What follows belongs to an exercise in optimizing a design on an open flow for small area, a short achievable clock period and few clock cycles per item; a production flow would make more cautious choices.
RTL that was checked went through simulation tests only; none was proved equivalent to the original.
Power and IR drop assume default switching activity.

Setup of run A:
## fsync_refmgr
module fsync_refmgr (
    input  wire        clk,
    input  wire        rst,
    input  wire        cmd_valid,
    output wire        cmd_ready,
    input  wire [31:0] cmd,
    output reg         done,
    output reg  [7:0]  status_code,
    output reg  [7:0]  last_opc,
    output reg  [31:0] result0,
    output reg  [31:0] result1,
    output reg         direction,
    output reg  [1:0]  p_refs,
    output reg  [1:0]  ref_count,
    output reg  [15:0] ref0,
    output reg  [15:0] ref1,
    output reg  [1:0]  prep_count,
    output reg  [15:0] prep0,
    output reg  [15:0] prep1,
    output reg  [4:0]  ring_count,
    output reg  [31:0] next_display,
    output reg  [5:0]  evq_count
);
make LEC_CHECK=0 CAP_MARGIN=20 CORE_MARGIN=2 CORE_UTILIZATION=50 SETUP_SLACK_MARGIN=5 SLEW_MARGIN=20 finish   # period 8.0 ns
run.sh (not shown) runs the stock make flow with config.mk's settings and CLKGATE_MAP_FILE= SYNTH_SCRIPT=/design/flow/synth_recipe.tcl, a recipe that flattens the netlist after the stock synthesis.
Testbench counts of run A, summed over its fixed seeds: cycles 18,671, commands 18,562.
The following lists how run B was set up differently from run A:
--- a/flow/config.mk
+++ b/flow/config.mk
@@ -7,0 +8 @@
+export ABC_AREA = 1
@@ -10 +11 @@
-export CORE_UTILIZATION = 50
+export CORE_UTILIZATION = 60
==> summary.txt <==
The final total power reported for run B is greater than that of run A by 4.4%.
Between run A and run B, gate count after technology mapping increased.
Detailed route wirelength on metal2 for run B: 16% up relative to run A
Looking at cell at the slowest stage of the critical path, the sky130_fd_sc_hd__dfxtp_2 result is from run B; the sky130_fd_sc_hd__dfxtp_4 one comes from run A.
Comparing run A against run B, there is no change at all in detailed-router iteration count before antenna repair.
Against run A, run B comes in 13 lower on critical path depth.
Busiest layer in global routing = met1: run A; busiest layer in global routing = met2: run B
> inputs changed (run B -> run C)
--- a/flow/config.mk
+++ b/flow/config.mk
@@ -8 +7,0 @@
-export ABC_AREA = 1
@@ -11,0 +11 @@
+export PLACE_DENSITY = 0.7
Notes after the runs:
Run C has total core area below what run B had. Final standard cell area without fillers in run C is 6.9% below run B. Final critical delay including setup and external delays deteriorates in run C relative to run B. Looking at share of total power in the clock network across run B and run C, the one that comes out lower is run B. Of run B and run C, the run reporting the lower routed length on met3 was run C. Run C packs its core more tightly than run B. Comparing length of the first detailed-routing pass in iterations for run B and run C, the smaller number came from run B. Measured against each other, run B and run C differ in maximum clock frequency, the lower figure coming from run C. Across both runs, worst setup slack after layout was lower for run C than for run B. Timing endpoint of the critical path: prep0[12] -> run C, result0[11] -> run B. Run B → run C: via count decreased by about 26% relative to the old numbers, number of cells upsized or downsized after cts decreased 21.
Inputs modified between run C and run D:
--- a/flow/config.mk
+++ b/flow/config.mk
@@ -11 +10,0 @@
-export PLACE_DENSITY = 0.7
Notes after the runs:
Clock skew of run D is on par with run C.
Run C → run D: first-pass detailed-route iteration total shrank by 4, synthesized cell count held steady, design area grew by 0.70%.
| share of final layout cell area taken by non-clock buffers | run C vs run D | ≈ equal |
Going from run C to run D, the non-filler instance count after layout was found to have gone up by 21.
On arrival time at the worst endpoint: run D sits below run C.
Relative to run C, overall power of the completed layout increased by 1.8% in run D.
Between run C and run D, the flow reports first-pass GRT wire length decreasing slightly.

v6:
Another version of the RTL of fsync_refmgr (not shown whole).
For scale: about 3,300 cells after synthesis, roughly 1,100 flip-flops, about 230 I/O pins, ~0.047 mm^2 of cells after synthesis.
Settings: LEC_CHECK=0, CAP_MARGIN=20, CORE_MARGIN=2, CORE_UTILIZATION=60, CTS_BUF_LIST=sky130_fd_sc_hd__clkbuf_4 sky130_fd_sc_hd__clkbuf_8, SETUP_SLACK_MARGIN=5, SLEW_MARGIN=20; clock period 8.0 ns.
v6 | stages: all done | timing, DRC, antenna: all pass
The inputs of v7 differ from those of v6 as listed below.
- CTS_BUF_LIST: sky130_fd_sc_hd__clkbuf_4 sky130_fd_sc_hd__clkbuf_8 -> sky130_fd_sc_hd__clkbuf_8
==> summary.txt <==
No stage failed in v7, and the final checks on the layout all came back clean.
Between v7 and v6, global-route track usage on met2 is lower for v7, v6 comes in above that.
The buffering stage count on the worst path with inverters included in v7 sits 1 above the value recorded for v6.
Going from v6 to v7, fmax rose 1.5 MHz; sequential cell area fraction in the yosys report saw little to no change; endpoint required time on the critical path has remained practically unchanged.
v7 packs its core more loosely than v6.
v7 does better than v6 on final critical delay including setup and external delays.
Looking at clock skew across v7 and v6, the one that comes out higher is v6.
No run of this note included a check of the RTL's function; only the layout flow was run.

== before ==
fsync_refmgr, a different RTL version from the one above (not shown whole).
For scale: ~2900 cells after synthesis, ~1100 flip-flops, roughly 230 I/O pins.
export LEC_CHECK = 0
export CAP_MARGIN = 20
export CORE_MARGIN = 2
export CORE_UTILIZATION = 40
export SETUP_SLACK_MARGIN = 4.5
export SLEW_MARGIN = 20
create_clock -name core_clock -period 8.0 [get_ports {clk}]
Inputs modified between before and after:
diff --git a/flow/config.mk b/flow/config.mk
--- a/flow/config.mk
+++ b/flow/config.mk
@@ -7,2 +7,3 @@
 export LEC_CHECK = 0
+export ABC_AREA = 1
 export CAP_MARGIN = 20
@@ -10,3 +11,3 @@
 export CORE_UTILIZATION = 40
-export SETUP_SLACK_MARGIN = 4.5
+export SETUP_SLACK_MARGIN = 5
 export SLEW_MARGIN = 20
[summary]
- before | status: complete | timing, DRC, antenna: pass
- after reached the final stage; the timing, design-rule and antenna checks on its layout passed.
- Summary of after over before: post-synthesis share of cell area spent on and, or, nand and nor gates now larger; sum of met2 wire segment lengths after detailed routing higher.
- Share of final-layout standard cells stronger than drive strength 1 in after vs before: down 6.0 points
- Looking at after and before, the adder-cell share of the synthesized area is a wash.
- Comparing after against before, there is no change at all in reported max-cap violation count.
No run of this note included a check of the RTL's function; only the layout flow was run.

fsync_refmgr, a different RTL version from the one above (not shown whole).
Size in the first run: about 5200 cells after synthesis, ~230 I/O pins, about 50000 um2 of cells after synthesis.
clock: 8.0 ns
lec_check: 0
abc_area: 1
cap_margin: 20
core_margin: 2
core_utilization: 40
setup_slack_margin: 5
slew_margin: 20
The baseline ran to the end with no violations.
Testbench counts at the start, summed over its fixed seeds: cycles 18,671, commands 18,562.
Edit:
ABC_AREA = not set   (was 1)
CORE_UTILIZATION = 60   (was 40)
After rerunning: Design area shrinks by 5.9%. Global-route usage rises by 9.7 points. Die area falls by 38%. Sequential share of layout area climbs by 3.2 points. Final cell count fell by 36%. Clock power went down by about 2%. Routed wire length came out lower by 14%. Power drops by 2.6%. Core utilization rose by 25 points.

static timing again, ports no longer ideal:
The results above use ideal ports. As a check the final layouts listed here were re-extracted and re-timed, cells and wires unchanged.
Step 1, drivers: a clkbuf_16 drives clk and a buf_2 each remaining input, both assumed.
Step 2 adds t to the input delays and takes it off the output delays; t is the mean of the earliest and latest rising clock arrival at the registers after step 1. Input paths then give back, and output paths get back, about the clock's delay inside the block.
a / b / c = ideal ports / drivers / drivers and shift; a / b = the first two.
run	shift t [ns]	setup WS [ns]	hold slack, ns	worst slew at a driven data input, ns
run A	0.774	4.942 / 4.942 / 4.369	0.438 / 0.438 / 0.438	0.05
run B	0.758	5.033 / 4.962 / 4.407	0.434 / 0.434 / 0.434	0.08
run C	0.744	4.913 / 4.913 / 4.339	0.428 / 0.428 / 0.428	0.10
run D	0.748	4.975 / 4.903 / 4.383	0.411 / 0.411 / 0.411	0.09
v6	0.887	4.910 / 4.910 / 4.319	0.427 / 0.427 / 0.427	0.06
v7	0.887	4.925 / 4.924 / 4.322	0.428 / 0.428 / 0.428	0.05
before	0.752	4.288 / 4.288 / 4.288	0.428 / 0.428 / 0.428	0.05
after	0.787	4.891 / 4.811 / 4.291	0.421 / 0.421 / 0.421	0.06
the first run of note 4	0.784	5.008 / 4.945 / 4.322	0.437 / 0.437 / 0.437	0.06
the second run of note 4	0.749	4.902 / 4.853 / 4.297	0.407 / 0.407 / 0.407	0.05
After both steps setup and hold are still met in every run listed. For the first run of note 4, which loses most, drivers alone change the setup slack by -0.063 ns; drivers and shift together by -0.686 ns.
